Source: an optimization exercise on an open RTL-to-GDS flow (aim: small area, a short achievable clock period and few clock cycles). Production flows keep margins and buffers that such runs may drop.
Only simulation tests tie the RTL to the original design; equivalence was not proved.
Power is estimated from default activity; no workload was simulated.

[design/flow/run.sh]
#!/bin/bash
# synth_recipe.tcl (not shown) runs the flow's synth.tcl, then flattens the netlist and writes it again
# the make line also repeats each setting of config.mk as NAME=value (left out here)
make -C /OpenROAD-flow-scripts/flow DESIGN_CONFIG=/design/flow/config.mk WORK_HOME=/design/flow/orfs CLKGATE_MAP_FILE= SYNTH_SCRIPT=/design/flow/synth_recipe.tcl finish
[design/flow/config.mk]
export PLATFORM = sky130hd
export DESIGN_NAME = syncchan
export DESIGN_NICKNAME = syncchan
export VERILOG_FILES = /design/flow/design.v
export SDC_FILE = /design/flow/constraint.sdc
export NUM_CORES = 4
export LEC_CHECK = 0
export CAP_MARGIN = 20
export CORE_MARGIN = 2
export CORE_UTILIZATION = 40
export SLEW_MARGIN = 20
[design/flow/constraint.sdc]
create_clock -name core_clock -period 10.0 [get_ports {clk}]
set_input_delay 2.0000 -clock core_clock [delete_from_list [all_inputs] [get_ports {clk}]]
set_output_delay 2.0000 -clock core_clock [all_outputs]
set_load 0.01 [all_outputs]
[design/flow/design.v]
module syncchan (
    input             clk,
    input             rst,           
    input      [8:0]  prog_len,      
    input      [63:0] sprite,        
    output     [7:0]  prog_addr,
    input      [15:0] prog_data,
    input             rel_valid,     
    input      [7:0]  rel_data,
    output            held,          
    output reg        tx_valid,      
    output reg [7:0]  tx_data,
    output reg        io_rd,
    output reg        io_wr,
    output reg [15:0] io_addr,
    output reg [7:0]  io_wdata,
    input      [7:0]  io_rdata,
    output reg        draw_valid,
    output reg [1:0]  draw_op,       
    output reg [8:0]  draw_x,
    output reg [7:0]  draw_y,
    output            done,
    output            fault,
    output     [1:0]  fault_cause,   
    output     [15:0] fault_info     
);
    localparam [15:0] JOY_ADDR        = 16'h001F;
    localparam [15:0] MOUSE_SEL_ADDR  = 16'h00DD;
    localparam [15:0] MOUSE_DATA_ADDR = 16'h00DF;
    localparam [7:0]  MSEL_X = 8'h01, MSEL_Y = 8'h02, MSEL_B = 8'h03;
    localparam [7:0]  PX_RESET = 8'd128, PY_RESET = 8'd96, WPOS_RESET = 8'd0;
    localparam [7:0] OP_WAIT = 8'h01, OP_EMITC = 8'h02, OP_EMITHI = 8'h03, OP_EMITH = 8'h04,
                     OP_KSAMP = 8'h05, OP_JSAMP = 8'h06, OP_MSAMP = 8'h07, OP_PSTEP = 8'h08,
                     OP_RENDER = 8'h09, OP_PBTN = 8'h0A, OP_PSCR = 8'h0B, OP_JMP = 8'h0C;
    localparam [1:0] S_FETCH = 2'd0, S_EXEC = 2'd1, S_DONE = 2'd2, S_FAULT = 2'd3;
    localparam [1:0] F_ILLEGAL = 2'd1, F_UNWRITTEN = 2'd2, F_BADTARGET = 2'd3;
    reg [1:0]  state;
    reg [8:0]  pc;
    reg [15:0] ir;
    reg [6:0]  step;
    reg [7:0]  rel;
    reg [1:0]  fcause;
    reg [15:0] finfo;
    reg [7:0] kf [0:7];
    reg [7:0] joy;
    reg [7:0] mx, my, mb, pmx, pmy, pmb;
    reg [7:0] ppx, ppy, pwpos;
    reg       kf_v, joy_v, m_v, pm_v, pp_v;
    reg [7:0] px, py, wpos;
    assign prog_addr   = pc[7:0];
    assign done        = (state == S_DONE);
    assign fault       = (state == S_FAULT);
    assign fault_cause = fcause;
    assign fault_info  = finfo;
    wire [7:0] op  = ir[15:8];
    wire [7:0] arg = ir[7:0];
    reg illegal;
    always @(*) begin
        case (op)
            OP_WAIT, OP_KSAMP, OP_JSAMP, OP_MSAMP, OP_PSTEP, OP_RENDER, OP_PSCR:
                illegal = (arg != 8'h00);
            OP_EMITC, OP_EMITHI, OP_JMP:
                illegal = 1'b0;
            OP_EMITH:
                illegal = (arg > 8'h17);
            OP_PBTN:
                illegal = (arg > 8'h03);
            default:
                illegal = 1'b1;
        endcase
    end
    wire [7:0] dx = mx - pmx;
    wire [7:0] dy = my - pmy;
    wire [3:0] dwn = mb[7:4] - pmb[7:4];
    wire [7:0] dw = {{4{dwn[3]}}, dwn};
    reg [7:0] xr;           
    reg       xr_bad;       
    reg [7:0] xr_name;      
    always @(*) begin
        xr = 8'h00; xr_bad = 1'b0; xr_name = arg;
        case (arg[4:0])
            5'h00, 5'h01, 5'h02, 5'h03, 5'h04, 5'h05, 5'h06, 5'h07:
                begin xr = kf[arg[2:0]]; xr_bad = !kf_v; end
            5'h08: begin xr = joy; xr_bad = !joy_v; end
            5'h09: begin xr = mx;  xr_bad = !m_v; end
            5'h0A: begin xr = my;  xr_bad = !m_v; end
            5'h0B: begin xr = mb;  xr_bad = !m_v; end
            5'h0C: begin xr = pmx; xr_bad = !pm_v; end
            5'h0D: begin xr = pmy; xr_bad = !pm_v; end
            5'h0E: begin xr = pmb; xr_bad = !pm_v; end
            5'h0F: begin xr = dx; xr_bad = !m_v || !pm_v; xr_name = m_v ? 8'h0C : 8'h09; end
            5'h10: begin xr = dy; xr_bad = !m_v || !pm_v; xr_name = m_v ? 8'h0D : 8'h0A; end
            5'h11: begin xr = dw; xr_bad = !m_v || !pm_v; xr_name = m_v ? 8'h0E : 8'h0B; end
            5'h12: begin xr = px; end
            5'h13: begin xr = py; end
            5'h14: begin xr = ppx;   xr_bad = !pp_v; end
            5'h15: begin xr = ppy;   xr_bad = !pp_v; end
            5'h16: begin xr = wpos; end
            5'h17: begin xr = pwpos; xr_bad = !pp_v; end
            default: ;
        endcase
    end
    function [7:0] hexchar(input [3:0] n);
        hexchar = (n <= 4'd9) ? (8'h30 + {4'h0, n}) : (8'h37 + {4'h0, n});
    endfunction
    function [15:0] kb_sel(input [2:0] i);
        case (i)
            3'd0: kb_sel = 16'hFEFE;
            3'd1: kb_sel = 16'hFDFE;
            3'd2: kb_sel = 16'hFBFE;
            3'd3: kb_sel = 16'hF7FE;
            3'd4: kb_sel = 16'hEFFE;
            3'd5: kb_sel = 16'hDFFE;
            3'd6: kb_sel = 16'hBFFE;
            default: kb_sel = 16'h7FFE;
        endcase
    endfunction
    wire [7:0] px_next = px + dx;
    wire signed [9:0] y1 = $signed({2'b00, py}) + $signed({{2{dy[7]}}, dy});
    wire signed [9:0] w1 = $signed({2'b00, wpos}) + $signed({{6{dwn[3]}}, dwn});
    wire [7:0] py_next = (y1 > 10'sd191) ? 8'd1 :
                         (y1 < 10'sd0)   ? 8'd192 : y1[7:0];
    wire [7:0] wpos_next = (w1 < 10'sd0)   ? 8'd0 :
                           (w1 > 10'sd191) ? 8'd191 : w1[7:0];
    wire       pass = step[6];
    wire [2:0] ci   = step[2:0];
    wire [2:0] cj   = step[5:3];
    wire [7:0] ax   = pass ? px : ppx;        
    wire [7:0] ay   = pass ? py : ppy;
    wire [8:0] cx   = {1'b0, ax} + {6'd0, ci};
    wire [8:0] cy   = {1'b0, ay} + {6'd0, cj};
    wire signed [10:0] ni = $signed({2'b00, cx}) - $signed({3'b000, px});
    wire signed [10:0] nj = $signed({2'b00, cy}) - $signed({3'b000, py});
    wire in_n = (ni >= 11'sd0) && (ni <= 11'sd7) && (nj >= 11'sd0) && (nj <= 11'sd7);
    wire mem_n = in_n && sprite[{nj[2:0], ~ni[2:0]}];
    wire mem_a = sprite[{cj, ~ci}];    
    wire render_emit = pass ? mem_a : (mem_a && !mem_n);
    wire exec = (state == S_EXEC);
    assign held = exec && !illegal && (op == OP_WAIT) && (rel == 8'h00);
    reg        cmd_fault;
    reg [1:0]  cmd_fcause;
    reg [15:0] cmd_finfo;
    reg        cmd_last;        
    always @(*) begin
        tx_valid = 1'b0; tx_data = 8'h00;
        io_rd = 1'b0; io_wr = 1'b0; io_addr = 16'h0000; io_wdata = 8'h00;
        draw_valid = 1'b0; draw_op = 2'd0; draw_x = 9'd0; draw_y = 8'd0;
        cmd_fault = 1'b0; cmd_fcause = 2'd0; cmd_finfo = 16'h0000;
        cmd_last = 1'b0;
        if (exec) begin
            if (illegal) begin
                cmd_fault = 1'b1; cmd_fcause = F_ILLEGAL; cmd_finfo = ir;
            end else begin
                case (op)
                    OP_WAIT: cmd_last = (rel != 8'h00);
                    OP_EMITC: begin
                        tx_valid = 1'b1; tx_data = arg; cmd_last = 1'b1;
                    end
                    OP_EMITHI: begin
                        tx_valid = 1'b1;
                        tx_data = step[0] ? hexchar(arg[3:0]) : hexchar(arg[7:4]);
                        cmd_last = step[0];
                    end
                    OP_EMITH: begin
                        if (xr_bad) begin
                            cmd_fault = 1'b1; cmd_fcause = F_UNWRITTEN; cmd_finfo = {8'h00, xr_name};
                        end else begin
                            tx_valid = 1'b1;
                            tx_data = step[0] ? hexchar(xr[3:0]) : hexchar(xr[7:4]);
                            cmd_last = step[0];
                        end
                    end
                    OP_KSAMP: begin
                        io_rd = 1'b1; io_addr = kb_sel(step[2:0]);
                        cmd_last = (step[2:0] == 3'd7);
                    end
                    OP_JSAMP: begin
                        io_rd = 1'b1; io_addr = JOY_ADDR; cmd_last = 1'b1;
                    end
                    OP_MSAMP: begin
                        case (step[2:0])
                            3'd0: begin io_wr = 1'b1; io_addr = MOUSE_SEL_ADDR; io_wdata = MSEL_X; end
                            3'd2: begin io_wr = 1'b1; io_addr = MOUSE_SEL_ADDR; io_wdata = MSEL_Y; end
                            3'd4: begin io_wr = 1'b1; io_addr = MOUSE_SEL_ADDR; io_wdata = MSEL_B; end
                            default: begin io_rd = 1'b1; io_addr = MOUSE_DATA_ADDR; end
                        endcase
                        cmd_last = (step[2:0] == 3'd5);
                    end
                    OP_PSTEP: begin
                        if (!m_v) begin
                            cmd_fault = 1'b1; cmd_fcause = F_UNWRITTEN; cmd_finfo = 16'h0009;
                        end else if (!pm_v) begin
                            cmd_fault = 1'b1; cmd_fcause = F_UNWRITTEN; cmd_finfo = 16'h000C;
                        end else
                            cmd_last = 1'b1;
                    end
                    OP_RENDER: begin
                        if (!pp_v) begin
                            cmd_fault = 1'b1; cmd_fcause = F_UNWRITTEN; cmd_finfo = 16'h0014;
                        end else begin
                            draw_valid = render_emit;
                            draw_op = pass ? 2'd1 : 2'd0;
                            draw_x = cx; draw_y = cy[7:0];
                            cmd_last = (step == 7'd127);
                        end
                    end
                    OP_PBTN: begin
                        if (!m_v) begin
                            cmd_fault = 1'b1; cmd_fcause = F_UNWRITTEN; cmd_finfo = 16'h000B;
                        end else begin
                            draw_valid = 1'b1; draw_op = 2'd2;
                            draw_x = {7'd0, arg[1:0]}; draw_y = {7'd0, mb[{1'b0, arg[1:0]}]};
                            cmd_last = 1'b1;
                        end
                    end
                    OP_PSCR: begin
                        if (!pp_v) begin
                            cmd_fault = 1'b1; cmd_fcause = F_UNWRITTEN; cmd_finfo = 16'h0017;
                        end else begin
                            draw_valid = 1'b1; draw_op = 2'd3;
                            draw_x = {1'b0, pwpos}; draw_y = wpos;
                            cmd_last = 1'b1;
                        end
                    end
                    OP_JMP: begin
                        if ({1'b0, arg} >= prog_len) begin
                            cmd_fault = 1'b1; cmd_fcause = F_BADTARGET; cmd_finfo = {8'h00, arg};
                        end
                    end
                    default: ;
                endcase
            end
        end
    end
    always @(posedge clk) begin
        if (rst) begin
            state  <= S_FETCH;
            pc     <= 9'd0;
            ir     <= 16'h0000;
            step   <= 7'd0;
            rel    <= 8'h00;
            fcause <= 2'd0;
            finfo  <= 16'h0000;
            kf_v <= 1'b0; joy_v <= 1'b0; m_v <= 1'b0; pm_v <= 1'b0; pp_v <= 1'b0;
            px <= PX_RESET; py <= PY_RESET; wpos <= WPOS_RESET;
        end else begin
            if (rel_valid)
                rel <= rel_data;
            case (state)
                S_FETCH: begin
                    if (pc == prog_len)
                        state <= S_DONE;
                    else begin
                        ir    <= prog_data;
                        step  <= 7'd0;
                        state <= S_EXEC;
                    end
                end
                S_EXEC: begin
                    if (cmd_fault) begin
                        state  <= S_FAULT;
                        fcause <= cmd_fcause;
                        finfo  <= cmd_finfo;
                    end else begin
                        step <= step + 7'd1;
                        case (op)
                            OP_WAIT:
                                if (rel != 8'h00) rel <= 8'h00;    
                            OP_KSAMP:
                                kf[step[2:0]] <= io_rdata | 8'hE0;
                            OP_JSAMP: begin
                                joy <= io_rdata; joy_v <= 1'b1;
                            end
                            OP_MSAMP:
                                case (step[2:0])
                                    3'd0: begin pmx <= mx; pmy <= my; pmb <= mb; pm_v <= m_v; end
                                    3'd1: mx <= io_rdata;
                                    3'd3: my <= 8'd255 - io_rdata;
                                    3'd5: begin mb <= io_rdata; m_v <= 1'b1; end
                                    default: ;
                                endcase
                            OP_PSTEP: begin
                                ppx <= px; ppy <= py; pwpos <= wpos; pp_v <= 1'b1;
                                px <= px_next; py <= py_next; wpos <= wpos_next;
                            end
                            default: ;
                        endcase
                        if (op == OP_KSAMP && step[2:0] == 3'd7)
                            kf_v <= 1'b1;
                        if (op == OP_JMP) begin
                            pc    <= {1'b0, arg};
                            state <= S_FETCH;
                        end else if (cmd_last) begin
                            pc    <= pc + 9'd1;
                            state <= S_FETCH;
                        end
                    end
                end
                default: ;    
            endcase
        end
    end
endmodule
==> impl_metrics.yaml <==
clocking:
  clk-insertion-delay-late_ns: 0.55
  cts_sinks: 212
  postCtsResizedCells: 0
  cts_buffers: 26
  postCtsSetupBuffers: 0
  root_buffer: "clkbuf_16"
  htree_levels: 1
  tritoncts: "yes"
  clock_path_buffers: 3
  cts_hold_buf: 0
  path_clk_slew_ns: 0.06
sta:
  relSlewSlack_pct: 27.5
  hold_violations: 0
  fin_ws_ns: 1.87
  fin_crit_ns: 8.13
  finalClockSkew_ns: 0.0336
  fin_tns_setup_ns: 0
  slew_violations: 0
  setup_viol: 0
  max_freq_ghz: 0.123
  worst_pin_slew_ns: 1.09
  post-route-period-util_pct: 81.3
  rsz0062_at_grt: "false"
detailed_routing:
  firstDrtPassIters: 6
  drt-initial-drc-count: 1182
  drc: 0
  dr_total_vias: 13500
  vias_per_cell: 5.97
  wl_um: 52200
  wire_per_inst_um: 23.0
  detail-route-antenna-nets: 0
placed_design:
  dp_cells: 2216
  dpl_worst_slack_ns: 2.67
  place.gp.congestion: 0.928
  dp_hpwl_um: 40100
  io_buffers: 185
global_route:
  grt_max_degree: 60
  grt_pass1_vias: 13100
  grt_overflow: 0
  antenna_found_initial: 0
  grtUsageTotal_pct: 25.9
  grt_pass1_wl_um: 78900
cells_and_area:
  drive_above_1_share_pct: 9.53
  fin_nets: 1943
  instances_no_fill: 2264
  syn_to_final_growth_pct: 19.6
  antenna_cells: 0
worst_setup_path:
  reg2regPathDepth: 10
  worstSetupPathType: "reg2out"
  slowest_stage: "or4_1"
  max_stage_delay_ns: 0.75
  reg2reg_from: "ir[0]"
  critPathBufInv: 3
  cp.depth: 14
  crit_chain: "inv_1 > ha_1 > or4_1 > nand4b_1 > o211ai_1 > nor4_1 > inv_1 > ha_1 > or2_2 > a22oi_1 > mux2i_1 > a21oi_1 > o22ai_1 > clkdlybuf4s50_1"
  crit_fanout: 22
  required_ns: 8.00
  reg2reg_setup_slack_ns: 4.22
  r2r-end: "mb[4]"
  cp-start-kind: "flop"
  cp-end-kind: "output pin"
  cp_top_family: "simple AND/OR/NAND/NOR gates"
  worst-endpoint-arrival_ns: 6.13
yosys:
  postSynthAreaPerCell_um2: 9.60
  synthArstFlopShare_pct: 0
  ys_types: 98
  synth_area_mm2: 0.0154
  synth_top_area_cell: "edfxtp_1"
  synth_ff_type: "edfxtp_1"
  synth-edff-count: 120
  seq_area_frac_synth_pct: 35.5
  yosysTopAreaCellShare_pct: 23.5
  yosys_warnings: 1
  ys_ff_latch: 212
  syn_inst: 1600
  synthTopCellsByArea: "edfxtp_1, dfxtp_1, ha_1"
power:
  p_leak_nw: 6.60
  pwr-share-seq_pct: 40.6
  irDropWorstVdd_mv: 0.122
  power_density_mw_per_mm2: 134
  combPwrFrac_pct: 22.1
  p_int_w: 0.00171
  p_clk_share_pct: 37.3
  power_switching_w: 0.000750
  swShare_pct: 30.5
hold_path:
  hold_end: "joy_v"
  hold_class: "reg2reg"
  whs_path_depth: 1
  min_from: "joy_v"
die:
  die_w_um: 200
  rows: 71
  initial_core_util_pct: 40.7
  core_mm2: 0.0378
  die-area_mm2: 0.0400
  fp.dieH_um: 200
  ios: 192
outcome:
  status: "no timing/DRC/antenna violations"
flow_run:
  max_cap_violations: 0
[synthesized netlist by cell type (8+ instances only)]
cell type	number
mux2i_1	38
fa_1	10
a32oi_1	12
a211oi_1	24
mux4_2	51
a222oi_1	12
xnor2_1	40
clkbuf_1	52
and3_1	12
a21o_1	17
buf_2	25
xor2_1	21
a22o_1	22
a21oi_1	115
o211ai_1	13
or2_2	10
ha_1	92
inv_1	98
nand3b_1	8
nor4_1	22
o21a_1	12
mux2_2	10
dfxtp_1	92
nor3_1	34
nand2_1	116
a31oi_1	10
o22ai_1	9
nor2_1	140
o21ai_0	53
edfxtp_1	120
or3_1	9
nor2b_1	30
buf_4	22
a22oi_1	28
nand3_1	32
nand4_1	15
nand2b_1	23
[area by class of cell]
class	count	area, um2
fillers	3530	19400
multi-input cells	1188	9070
flip-flops and latches	212	5450
repair buffers	206	2000
clock buffers	38	733
well taps	511	639
inverters	99	372
clock inverters	10	96.3
[per-stage QoR]
step	area [um2]	utilization (%)	total power (W)	hold WS (ns)
global route	18400	48.6	0.00256	0.493
finish	18400	48.6	0.00246	0.463
global placement	17500	46.4	0.00154	0.437
CTS	18400	48.6	0.00247	0.462
floorplan	15400	-	0.00135	0.428
detailed placement	17500	46.4	0.00155	0.448
[worst max-delay path by stage]
stage	slack [ns]	endpoint	start
floorplan	2.80	draw_valid	step[6]
global placement	2.78	tx_data[1]	ir[0]
detailed placement	2.67	tx_data[1]	ir[0]
global route	1.53	tx_data[1]	ir[0]
CTS	2.05	tx_data[1]	ir[0]
finish	1.87	tx_data[1]	ir[0]
[logic make-up (layout without fill, tap and decap cells)]
logic type | Yosys count | in the layout | synth area share (%)
and+or+nand+nor | 509 | 509 | 17.2
AOI/OAI and AO/OA | 411 | 411 | 18.5
DFF | 212 | 212 | 35.5
buffers and inverters | 205 | 353 | 5.85
adders and majority gates | 102 | 102 | 8.80
muxes | 99 | 99 | 10.7
xor gates and xnor gates | 61 | 61 | 3.48
other | 1 | 6 | 0.0244
[cell usage in the layout, fill, tap and decap left out, types with 26 or more instances in the layout]
master and instances:
a21oi_1 115, a22oi_1 28, clkbuf_16 26, clkdlybuf4s50_1 184, dfxtp_1 92, edfxtp_1 120, ha_1 92, inv_1 98
mux2i_1 38, mux4_2 51, nand2_1 116, nand3_1 32, nor2_1 138, nor2b_1 30, nor3_1 33, o21ai_0 53
xnor2_1 40
[layer usage]
layer  share of wire [%]  global-route usage, %  routed length (um)
met5                   0                      0                   0
met4                 3.6                   8.64                1860
met3                 6.6                   3.78                3460
met2                  47                   43.3               24600
met1                  43                   34.5               22200
[worst register-to-register path, stage by stage, from the launching register on]
cell and delay [ns]:
dfxtp_1 0.65, inv_1 0.28, ha_1 0.61, or4_1 0.75, a22oi_1 0.33, o21ai_1 0.17
o21ai_2 0.55, a41o_2 0.50, and2_0 0.53, nand3_2 0.29, nor2_1 0.72
[state kept, by name, summed over array words and instances, names as in the netlist, 2 cells and up, named ones only]
register / count
fcause: 2
finfo: 16
ir: 16
joy: 8
kf: 40
mb: 8
mx: 8
my: 8
pc: 9
pmb: 8
pmx: 8
pmy: 8
ppx: 8
ppy: 8
pwpos: 8
px: 8
py: 8
rel: 8
state: 2
step: 7
wpos: 8
[power by group through the flow]
stage	Sequential [W]	Clock [W]	Combinational [W]
3_5_place_dp	0.00102	0	0.000530
5_1_grt	0.00100	0.000967	0.000587
6_report	0.000999	0.000919	0.000544
3_3_place_gp	0.00102	0	0.000524
4_1_cts	0.000998	0.000934	0.000534
2_1_floorplan	0.000980	0	0.000374
Testbench counts, summed over its fixed seeds: cycles 26,408.

what the ideal ports hide:
In the flow no input, the clock included, has a driving cell. The finished layout below was timed again as built, in two steps.
Step 1 sets driving cells, clkbuf_16 on the clock port and buf_2 on the other inputs (assumed; they add their load-dependent delay and slew).
Step 2 times the ports against the registers' clock, not the clock port: input delays grow and output delays shrink by t, the midpoint of the rising clock arrivals with the driver on.
Slacks: no drivers / after step 1 / after step 2; pairs: no drivers / after step 1.
t, ns: 0.590
setup WS [ns]: 1.870 / 1.818 / 2.408
worst slew at a driven data input, ns: 0.06
After both steps this run still meets setup and hold. For this run, drivers alone change the setup slack by -0.052 ns; drivers and shift together by +0.538 ns.
